This is an optimization exercise on Yosys and OpenROAD, whose aim is small area, not a production implementation. In this exercise RTL edits were held to simulation tests only and were not proved equivalent to the original. Power is estimated from default activity; no workload was simulated.

==> flow/config.mk <==
export PLATFORM = sky130hd
export DESIGN_NAME = srqd_core
export DESIGN_NICKNAME = srqd_core
export VERILOG_FILES = /design/flow/design.v
export SDC_FILE = /design/flow/constraint.sdc
export NUM_CORES = 4
export LEC_CHECK = 0
export CAP_MARGIN = 20
export CORE_MARGIN = 2
export CORE_UTILIZATION = 40
export PLACE_DENSITY = 0.6
export SLEW_MARGIN = 20
==> flow/constraint.sdc <==
create_clock -name core_clock -period 10.0 [get_ports {clk}]
set_input_delay 2.0000 -clock core_clock [delete_from_list [all_inputs] [get_ports {clk}]]
set_output_delay 2.0000 -clock core_clock [all_outputs]
set_load 0.01 [all_outputs]
==> flow/design.v <==
module srqd_core #(
    parameter PULSE_CYCLES = 4       
) (
    input  wire        clk,
    input  wire        rst,          
    input  wire        cmd_valid,
    output wire        cmd_ready,
    input  wire [15:0] cmd_word,
    output reg         rsp_valid,
    output reg  [2:0]  rsp_status,
    output reg  [1:0]  rsp_info,
    output reg  [31:0] result,
    output reg         fault,
    output wire [1:0]  sr_state,
    output wire [1:0]  qd_state,
    input  wire [5:0]  pin_deny,     
    input  wire        notify_fail,
    input  wire        line_fail,
    output reg         sr_data,
    output reg         sr_shclk,
    output reg         sr_latch,
    output reg         sr_oe,
    input  wire        qd_a,
    input  wire        qd_b,
    input  wire        qd_sw,
    output reg         qd_oe,
    output reg         qd_armed
);
    localparam ST_OK       = 3'd0;
    localparam ST_RESOURCE = 3'd1;
    localparam ST_NOTIFY   = 3'd2;
    localparam ST_LINE     = 3'd3;
    localparam ST_LIFE     = 3'd4;
    localparam ST_ILLEGAL  = 3'd5;
    localparam SR_UNCON = 2'd0;
    localparam SR_READY = 2'd1;
    localparam SR_FAIL  = 2'd2;
    localparam SR_TORN  = 2'd3;
    localparam QD_UNCON = 2'd0;
    localparam QD_LIVE  = 2'd1;
    localparam QD_FAIL  = 2'd2;
    localparam QD_REL   = 2'd3;
    localparam OP_SR_INIT      = 8'h10;
    localparam OP_SR_SERIALIZE = 8'h11;
    localparam OP_SR_LATCH     = 8'h12;
    localparam OP_SR_TEARDOWN  = 8'h13;
    localparam OP_QD_INIT      = 8'h20;
    localparam OP_QD_POLL      = 8'h21;
    localparam OP_QD_READ      = 8'h22;
    localparam OP_QD_RESET     = 8'h23;
    localparam OP_QD_RELEASE   = 8'h24;
    localparam OP_QD_PRESET    = 8'h25;
    localparam PH_DATA = 0;
    localparam PH_RISE = 1;
    localparam PH_FALL = PULSE_CYCLES + 1;
    reg        busy;
    reg        first;        
    reg [15:0] cmd;          
    reg [7:0]  step;         
    reg [2:0]  bitn;         
    reg [3:0]  phase;        
    reg        tail;         
    reg [1:0]  sr_st;
    reg [1:0]  qd_st;
    reg [31:0] count;
    reg        last_a;
    reg        curr_a;
    reg        sw_q;
    assign cmd_ready = ~busy;
    assign sr_state  = sr_st;
    assign qd_state  = qd_st;
    wire [7:0] op  = cmd[15:8];
    wire [7:0] imm = cmd[7:0];
    reg legal;
    always @(*) begin
        case (op)
            OP_SR_SERIALIZE, OP_QD_PRESET:               legal = 1'b1;
            OP_SR_INIT, OP_SR_LATCH, OP_SR_TEARDOWN,
            OP_QD_INIT, OP_QD_POLL, OP_QD_READ,
            OP_QD_RESET, OP_QD_RELEASE:                  legal = (imm == 8'h00);
            default:                                     legal = 1'b0;
        endcase
    end
    reg allowed;
    always @(*) begin
        case (op)
            OP_SR_INIT:      allowed = (sr_st == SR_UNCON);
            OP_SR_SERIALIZE: allowed = (sr_st == SR_READY);
            OP_SR_LATCH:     allowed = (sr_st == SR_READY);
            OP_SR_TEARDOWN:  allowed = (sr_st != SR_UNCON);
            OP_QD_INIT:      allowed = (qd_st == QD_UNCON);
            OP_QD_POLL:      allowed = (qd_st == QD_LIVE);
            default:         allowed = (qd_st != QD_UNCON);
        endcase
    end
    wire ser_bit = imm[3'd7 - bitn];
    wire sw_fall = qd_armed & sw_q & ~qd_sw;
    reg        done;
    reg [2:0]  done_status;
    reg [1:0]  done_info;
    reg        cnt_we;
    reg [31:0] cnt_next;
    always @(posedge clk) begin
        done        = 1'b0;
        done_status = ST_OK;
        done_info   = 2'd0;
        cnt_we      = 1'b0;
        cnt_next    = count;
        if (rst) begin
            busy       <= 1'b0;
            first      <= 1'b0;
            tail       <= 1'b0;
            cmd        <= 16'h0000;
            step       <= 8'd0;
            bitn       <= 3'd0;
            phase      <= 4'd0;
            sr_st      <= SR_UNCON;
            qd_st      <= QD_UNCON;
            count      <= 32'd0;
            last_a     <= 1'b0;
            curr_a     <= 1'b0;
            sw_q       <= 1'b1;
            rsp_valid  <= 1'b0;
            rsp_status <= ST_OK;
            rsp_info   <= 2'd0;
            result     <= 32'd0;
            fault      <= 1'b0;
            sr_data    <= 1'b0;
            sr_shclk   <= 1'b0;
            sr_latch   <= 1'b0;
            sr_oe      <= 1'b0;
            qd_oe      <= 1'b0;
            qd_armed   <= 1'b0;
        end else begin
            rsp_valid <= 1'b0;
            sw_q      <= qd_sw;
            first     <= 1'b0;
            if (!busy) begin
                if (cmd_valid) begin
                    busy  <= 1'b1;
                    first <= 1'b1;
                    tail  <= 1'b0;
                    cmd   <= cmd_word;
                    step  <= 8'd0;
                    bitn  <= 3'd0;
                    phase <= 4'd0;
                end
            end else if (first && !legal) begin
                begin done = 1'b1; done_status = ST_ILLEGAL; done_info = 2'd0; end
            end else if (first && !allowed) begin
                begin done = 1'b1; done_status = ST_LIFE; done_info = 2'd0; end
            end else begin
                case (op)
                OP_SR_INIT: begin
                    case (step)
                        8'd0: begin
                            if (pin_deny[0])      begin done = 1'b1; done_status = ST_RESOURCE; done_info = 2'd0; end
                            else if (pin_deny[1]) begin done = 1'b1; done_status = ST_RESOURCE; done_info = 2'd1; end
                            else if (pin_deny[2]) begin done = 1'b1; done_status = ST_RESOURCE; done_info = 2'd2; end
                            else begin
                                sr_oe <= 1'b1;
                                step  <= 8'd1;
                            end
                        end
                        8'd1, 8'd2, 8'd3: begin
                            if (line_fail) begin
                                fault <= 1'b1;
                                sr_st <= SR_FAIL;
                                begin done = 1'b1; done_status = ST_LINE; done_info = 2'd0; end
                            end else begin
                                if (step == 8'd1) sr_data  <= 1'b0;
                                if (step == 8'd2) sr_shclk <= 1'b0;
                                if (step == 8'd3) sr_latch <= 1'b0;
                                if (step == 8'd3) begin
                                    sr_st <= SR_READY;
                                    begin done = 1'b1; done_status = ST_OK; done_info = 2'd0; end
                                end else begin
                                    step <= step + 8'd1;
                                end
                            end
                        end
                        default: ;
                    endcase
                end
                OP_SR_SERIALIZE: begin
                    if ((phase == PH_DATA || phase == PH_RISE || phase == PH_FALL)
                        && line_fail) begin
                        fault <= 1'b1;
                        sr_st <= SR_FAIL;
                        begin done = 1'b1; done_status = ST_LINE; done_info = 2'd0; end
                    end else begin
                        if (phase == PH_DATA) sr_data  <= ser_bit;
                        if (phase == PH_RISE) sr_shclk <= 1'b1;
                        if (phase == PH_FALL) begin
                            sr_shclk <= 1'b0;
                            phase    <= 4'd0;
                            bitn     <= bitn + 3'd1;
                            if (bitn == 3'd7) begin done = 1'b1; done_status = ST_OK; done_info = 2'd0; end
                        end else begin
                            phase <= phase + 4'd1;
                        end
                    end
                end
                OP_SR_LATCH: begin
                    step <= step + 8'd1;
                    if ((step == 8'd0 || step == PULSE_CYCLES) && line_fail) begin
                        fault <= 1'b1;
                        sr_st <= SR_FAIL;
                        begin done = 1'b1; done_status = ST_LINE; done_info = 2'd0; end
                    end else begin
                        if (step == 8'd0) sr_latch <= 1'b1;
                        if (step == PULSE_CYCLES) begin
                            sr_latch <= 1'b0;
                            begin done = 1'b1; done_status = ST_OK; done_info = 2'd0; end
                        end
                    end
                end
                OP_SR_TEARDOWN: begin
                    if (sr_st == SR_TORN) begin
                        begin done = 1'b1; done_status = ST_OK; done_info = 2'd0; end
                    end else if (!tail) begin
                        if (phase == PH_DATA || phase == PH_RISE || phase == PH_FALL) begin
                            if (line_fail) fault <= 1'b1;
                            else begin
                                if (phase == PH_DATA) sr_data  <= 1'b0;
                                if (phase == PH_RISE) sr_shclk <= 1'b1;
                                if (phase == PH_FALL) sr_shclk <= 1'b0;
                            end
                        end
                        if (phase == PH_FALL) begin
                            phase <= 4'd0;
                            bitn  <= bitn + 3'd1;
                            if (bitn == 3'd7) begin
                                tail <= 1'b1;
                                step <= 8'd0;
                            end
                        end else begin
                            phase <= phase + 4'd1;
                        end
                    end else begin
                        step <= step + 8'd1;
                        if (step == 8'd0 || step == PULSE_CYCLES ||
                            step == PULSE_CYCLES + 1 || step == PULSE_CYCLES + 2 ||
                            step == PULSE_CYCLES + 3) begin
                            if (line_fail) fault <= 1'b1;
                            else begin
                                if (step == 8'd0)             sr_latch <= 1'b1;
                                if (step == PULSE_CYCLES)     sr_latch <= 1'b0;
                                if (step == PULSE_CYCLES + 1) sr_data  <= 1'b0;
                                if (step == PULSE_CYCLES + 2) sr_shclk <= 1'b0;
                                if (step == PULSE_CYCLES + 3) sr_latch <= 1'b0;
                            end
                        end
                        if (step == PULSE_CYCLES + 3) begin
                            sr_oe <= 1'b0;
                            sr_st <= SR_TORN;
                            begin done = 1'b1; done_status = ST_OK; done_info = 2'd0; end
                        end
                    end
                end
                OP_QD_INIT: begin
                    case (step)
                        8'd0: begin
                            if (pin_deny[3])      begin done = 1'b1; done_status = ST_RESOURCE; done_info = 2'd0; end
                            else if (pin_deny[4]) begin done = 1'b1; done_status = ST_RESOURCE; done_info = 2'd1; end
                            else if (pin_deny[5]) begin done = 1'b1; done_status = ST_RESOURCE; done_info = 2'd2; end
                            else begin
                                qd_oe <= 1'b1;
                                step  <= 8'd1;
                            end
                        end
                        8'd1: begin
                            cnt_we   = 1'b1;
                            cnt_next = 32'd0;
                            if (notify_fail) begin
                                qd_oe <= 1'b0;
                                begin done = 1'b1; done_status = ST_NOTIFY; done_info = 2'd0; end
                            end else begin
                                qd_armed <= 1'b1;
                                step     <= 8'd2;
                            end
                        end
                        8'd2: begin
                            if (line_fail) begin
                                fault <= 1'b1;
                                qd_st <= QD_FAIL;
                                begin done = 1'b1; done_status = ST_LINE; done_info = 2'd0; end
                            end else begin
                                last_a <= qd_a;
                                qd_st  <= QD_LIVE;
                                begin done = 1'b1; done_status = ST_OK; done_info = 2'd0; end
                            end
                        end
                        default: ;
                    endcase
                end
                OP_QD_POLL: begin
                    if (step == 8'd0) begin
                        if (line_fail) begin
                            fault <= 1'b1;
                            qd_st <= QD_FAIL;
                            begin done = 1'b1; done_status = ST_LINE; done_info = 2'd0; end
                        end else begin
                            curr_a <= qd_a;
                            step   <= 8'd1;
                        end
                    end else begin
                        if (line_fail) begin
                            fault <= 1'b1;
                            qd_st <= QD_FAIL;
                            begin done = 1'b1; done_status = ST_LINE; done_info = 2'd0; end
                        end else begin
                            if (curr_a != last_a) begin
                                cnt_we = 1'b1;
                                if (qd_b != curr_a) cnt_next = count + 32'd1;
                                else                cnt_next = count - 32'd1;
                            end
                            last_a <= curr_a;
                            begin done = 1'b1; done_status = ST_OK; done_info = 2'd0; end
                        end
                    end
                end
                OP_QD_READ: begin
                    result <= count;
                    begin done = 1'b1; done_status = ST_OK; done_info = 2'd0; end
                end
                OP_QD_RESET: begin
                    cnt_we   = 1'b1;
                    cnt_next = 32'd0;
                    begin done = 1'b1; done_status = ST_OK; done_info = 2'd0; end
                end
                OP_QD_RELEASE: begin
                    qd_armed <= 1'b0;
                    qd_oe    <= 1'b0;
                    qd_st    <= QD_REL;
                    begin done = 1'b1; done_status = ST_OK; done_info = 2'd0; end
                end
                OP_QD_PRESET: begin
                    cnt_we   = 1'b1;
                    cnt_next = {count[23:0], imm};
                    begin done = 1'b1; done_status = ST_OK; done_info = 2'd0; end
                end
                default: begin done = 1'b1; done_status = ST_ILLEGAL; done_info = 2'd0; end
                endcase
            end
            if (sw_fall)     count <= 32'd0;
            else if (cnt_we) count <= cnt_next;
            if (done) begin
                busy       <= 1'b0;
                rsp_valid  <= 1'b1;
                rsp_status <= done_status;
                rsp_info   <= done_info;
            end
        end
    end
endmodule
==> flow/run.sh <==
#!/bin/bash
# synth_recipe.tcl (not shown) runs the flow's synth.tcl, then flattens the netlist and writes it again
# the make line also repeats each setting of config.mk as NAME=value (left out here)
make -C /OpenROAD-flow-scripts/flow DESIGN_CONFIG=/design/flow/config.mk WORK_HOME=/design/flow/orfs CLKGATE_MAP_FILE= SYNTH_SCRIPT=/design/flow/synth_recipe.tcl finish
==> impl_metrics.py <==
metrics = {
    "synth": {
        "muxShareOfSynthArea_pct": 2.94,
        "yosysTopAreaCell": "dfxtp_1",
        "yosys.area_share.simple_pct": 31.7,
        "synthAdderAreaFrac_pct": 1.69,
        "synth_nets": 1137,
        "ys_seq_area_share_pct": 29.0,
        "synth_area_leaders": "dfxtp_1 (29%), nand2_1 (8.2%), a21oi_1 (6.1%)",
        "netlist_area_um2": 8140,
        "synthArstFlopShare_pct": 0,
        "synthDistinctLibCells": 90,
        "synth-compound-area-share_pct": 25.5,
        "synth_cells": 1096,
        "yosys_warnings": 1,
        "synth_top_family_by_area": "simple AND/OR/NAND/NOR gates",
        "synth-xor-area-share_pct": 3.01,
        "synth_edf_count": 0,
        "yosysTopAreaCellShare_pct": 29.0,
        "ys.flop_type": "dfxtp_1",
        "synth-seq-cells": 118,
        "syn-mean-instance-area_um2": 7.43,
    },
    "sta": {
        "fin_hold_ws_ps": 450,
        "slew_headroom_pct": 34.8,
        "tightest_slew_ps": 975,
        "min_period_over_period_pct": 51.9,
        "finClkSkew_ps": 11.4,
        "period_minus_slack_ps": 5190,
        "max_freq_mhz": 193,
        "rsz0062_at_grt": "false",
        "tns_ps": 0,
        "setup-violations-final": 0,
        "slew_violations": 0,
        "finalHoldViolations": 0,
    },
    "clocking": {
        "post_cts_buffers": 0,
        "htreeDepth": 4,
        "clk_latency_ps": 430,
        "cts_buffers": 17,
        "clkTransAtPathRegs_ps": 60,
        "clock_path_buffers": 2,
        "hold_buffers": 0,
        "cts_tree": "built",
        "cts-root-buf": "clkbuf_16",
        "cts_resized": 0,
        "clock_sinks": 118,
    },
    "pwr": {
        "finalPower_mw": 1.27,
        "p_leak_nw": 3.25,
        "peakVddDrop_uv": 120,
        "powerDensity_nw_per_um2": 133,
    },
    "critical_path": {
        "critical_path_arrival_ps": 5480,
        "crit_path_max_incr_delay_ps": 680,
        "timing.reg2reg.setup_slack_ps": 6180,
        "cp.required_ps": 10300,
        "crit_chain": "clkdlybuf4s50_1 > xor2_4 > inv_2 > nor3_1 > o21ai_0 > nor4_1 > nor4b_1 > a2111oi_0 > o21ai_1",
        "r2r_end": "count[1]$_SDFFE_PP0P_",
        "cpMaxStageDelayCell": "xor2_4",
        "critPathLaunchType": "input pin",
        "critPathCaptureType": "register",
        "path_class": "in2reg",
        "reg2regPathDepth": 8,
        "path_delay_family": "buffers and inverters",
        "crit_buf_inv": 2,
        "path_max_fanout": 46,
        "r2r_start": "cmd[15]$_SDFFE_PP0P_",
    },
    "global_route": {
        "first_global_vias": 8094,
        "busiest_layer": "met2",
        "use_met1_pct": 34.4,
        "track_usage_pct": 25.9,
        "use_met3_pct": 5.03,
        "grt_pass1_wl_um": 45100,
        "grt_max_degree": 65,
        "overflow": 0,
        "antenna_found_initial": 0,
        "met2_usage_pct": 41.9,
    },
    "job": {
        "maxCapViolCount": 0,
    },
    "place": {
        "routabilityCongestion": 0.956,
        "hpwl_um": 18900,
        "dpl.cell_count": 1366,
        "portBuffers": 79,
    },
    "final_layout": {
        "area_growth_pct": 17.6,
        "diodes": 0,
        "drive_above_1_share_pct": 8.42,
        "final_cell_mix": "nand2_1 (177), dfxtp_1 (118), a21oi_1 (100)",
        "layout_commonest_cell": "nand2_1",
        "utilization_pct": 47.6,
        "fin_cells": 1398,
        "nets": 1156,
    },
    "routing": {
        "firstDrtPassIters": 6,
        "drt-total-wl_um": 27900,
        "routedWlPerCell_um": 20.0,
        "drt_iter0_markers": 1056,
        "ant_nets": 0,
        "vias": 8697,
        "vias_per_cell": 6.22,
        "drcViolationCount": 0,
    },
    "worst_hold_path": {
        "min-delay-start": "result[26]$_SDFFE_PP0P_",
        "holdPathStages": 2,
        "hold_end": "result[26]$_SDFFE_PP0P_",
        "min_path_type": "reg2reg",
    },
    "floorplanning": {
        "start_util_pct": 40.5,
        "core_area_um2": 20100,
        "row_count": 52,
        "die_w_um": 147,
        "pin_count": 80,
        "die_h_um": 147,
        "die-area_um2": 21500,
    },
    "run_status": {
        "status": "finished clean",
    },
}
-- cell usage after synthesis (all sizes together) (4+ instances only) --
master	n
and3	13
a22oi	5
o22ai	9
nand3	46
and2	12
nor2	80
nor3	47
a31oi	8
and4	12
a311oi	5
nand2b	6
o21a	10
o32ai	4
o21ai	38
a21oi	100
xnor2	25
or4	13
nand2	178
mux2i	16
nand4	24
a41oi	8
a211oi	12
dfxtp	118
a2111oi	5
or3	16
o31ai	17
o211ai	6
nor4b	11
nor2b	5
or2	4
nor4	25
inv	26
a22o	7
a221oi	20
buf	26
ha	11
clkbuf	66
a31o	5
-- per-stage QoR --
stage | setup WS (ps) | cell area (um^2)
3_5_place_dp | 4450 | 9000
6_report | 4810 | 9570
2_1_floorplan | 4490 | 8140
3_3_place_gp | 4530 | 8990
5_1_grt | 4530 | 9570
4_1_cts | 4890 | 9570
-- registers in the layout, indices dropped and copies added, names as in the netlist, 2 cells and up --
name,cells
sr_st,2
rsp_info,2
rsp_status,3
phase,4
count,32
step,8
qd_st,2
bitn,3
result,32
cmd,16
-- cell type report --
type	count	area, um^2
multi-input combinational	858	5310
tap	270	338
inverter	28	105
clock buffer	18	439
timing repair buffer	92	891
sequential	118	2360
clock inverter	14	128
fill	2025	10500
-- worst max-delay path by stage --
stage / start / to / slack [ps] / cells after the start
2_1_floorplan: qd_b / count[30]$_SDFFE_PP0P_ / 4490 / 14
3_3_place_gp: qd_b / count[30]$_SDFFE_PP0P_ / 4530 / 12
3_5_place_dp: qd_b / count[25]$_SDFFE_PP0P_ / 4450 / 9
4_1_cts: qd_b / count[28]$_SDFFE_PP0P_ / 4890 / 11
5_1_grt: qd_b / count[20]$_SDFFE_PP0P_ / 4530 / 11
6_report: qd_b / count[25]$_SDFFE_PP0P_ / 4810 / 9
-- power breakdown --
part | internal (mW) | switching [mW] | total, mW
clock network | 0.350 | 0.252 | 0.602
logic | 0.0660 | 0.109 | 0.175
registers | 0.479 | 0.0191 | 0.498
-- worst register-to-register path: cells and delay by family (launching register included) --
kind	cells	cell delay (ps)
compound gates	3	950
buf+inv	1	390
flops	1	430
mux	1	210
simple gates	3	1720
-- kinds of logic (layout without fill, tap and decap cells) --
logic type	Yosys count	in the layout
buf+inv	120	152
mux	21	21
fa+ha+maj	11	11
xor+xnor	28	28
flops	118	118
compound gates	299	299
simple gates	499	499
-- per-layer routing --
metal,routed length [um],share of wire (%)
met1,12200,44
met2,13100,47
met3,1860,6.7
met4,789,2.8
met5,0,0

[port drivers added, routing unchanged]
How much do the figures lean on ideal ports? The routed layout below was timed once more, with nothing changed but the port constraints. Step 1 assumes that a clkbuf_16 drives the clock port and a buf_2 every other input. Step 2 adds t to the input delays and takes it off the output delays; t is the mean of the earliest and latest rising clock arrival at the registers after step 1. Input paths then give back, and output paths get back, about the clock's delay inside the block. Three values: ideal, step 1, step 2; two values: the first two.
t, ns: 0.470
setup slack, ns: 4.814 / 4.840 / 4.370
worst setup path at the end: input to register
slew at the worst register clock pin (ns): 0.07 / 0.07
After both steps setup and hold are still met in this run. The setup slack of this run moves by +0.026 ns with the drivers and by -0.444 ns with both steps.
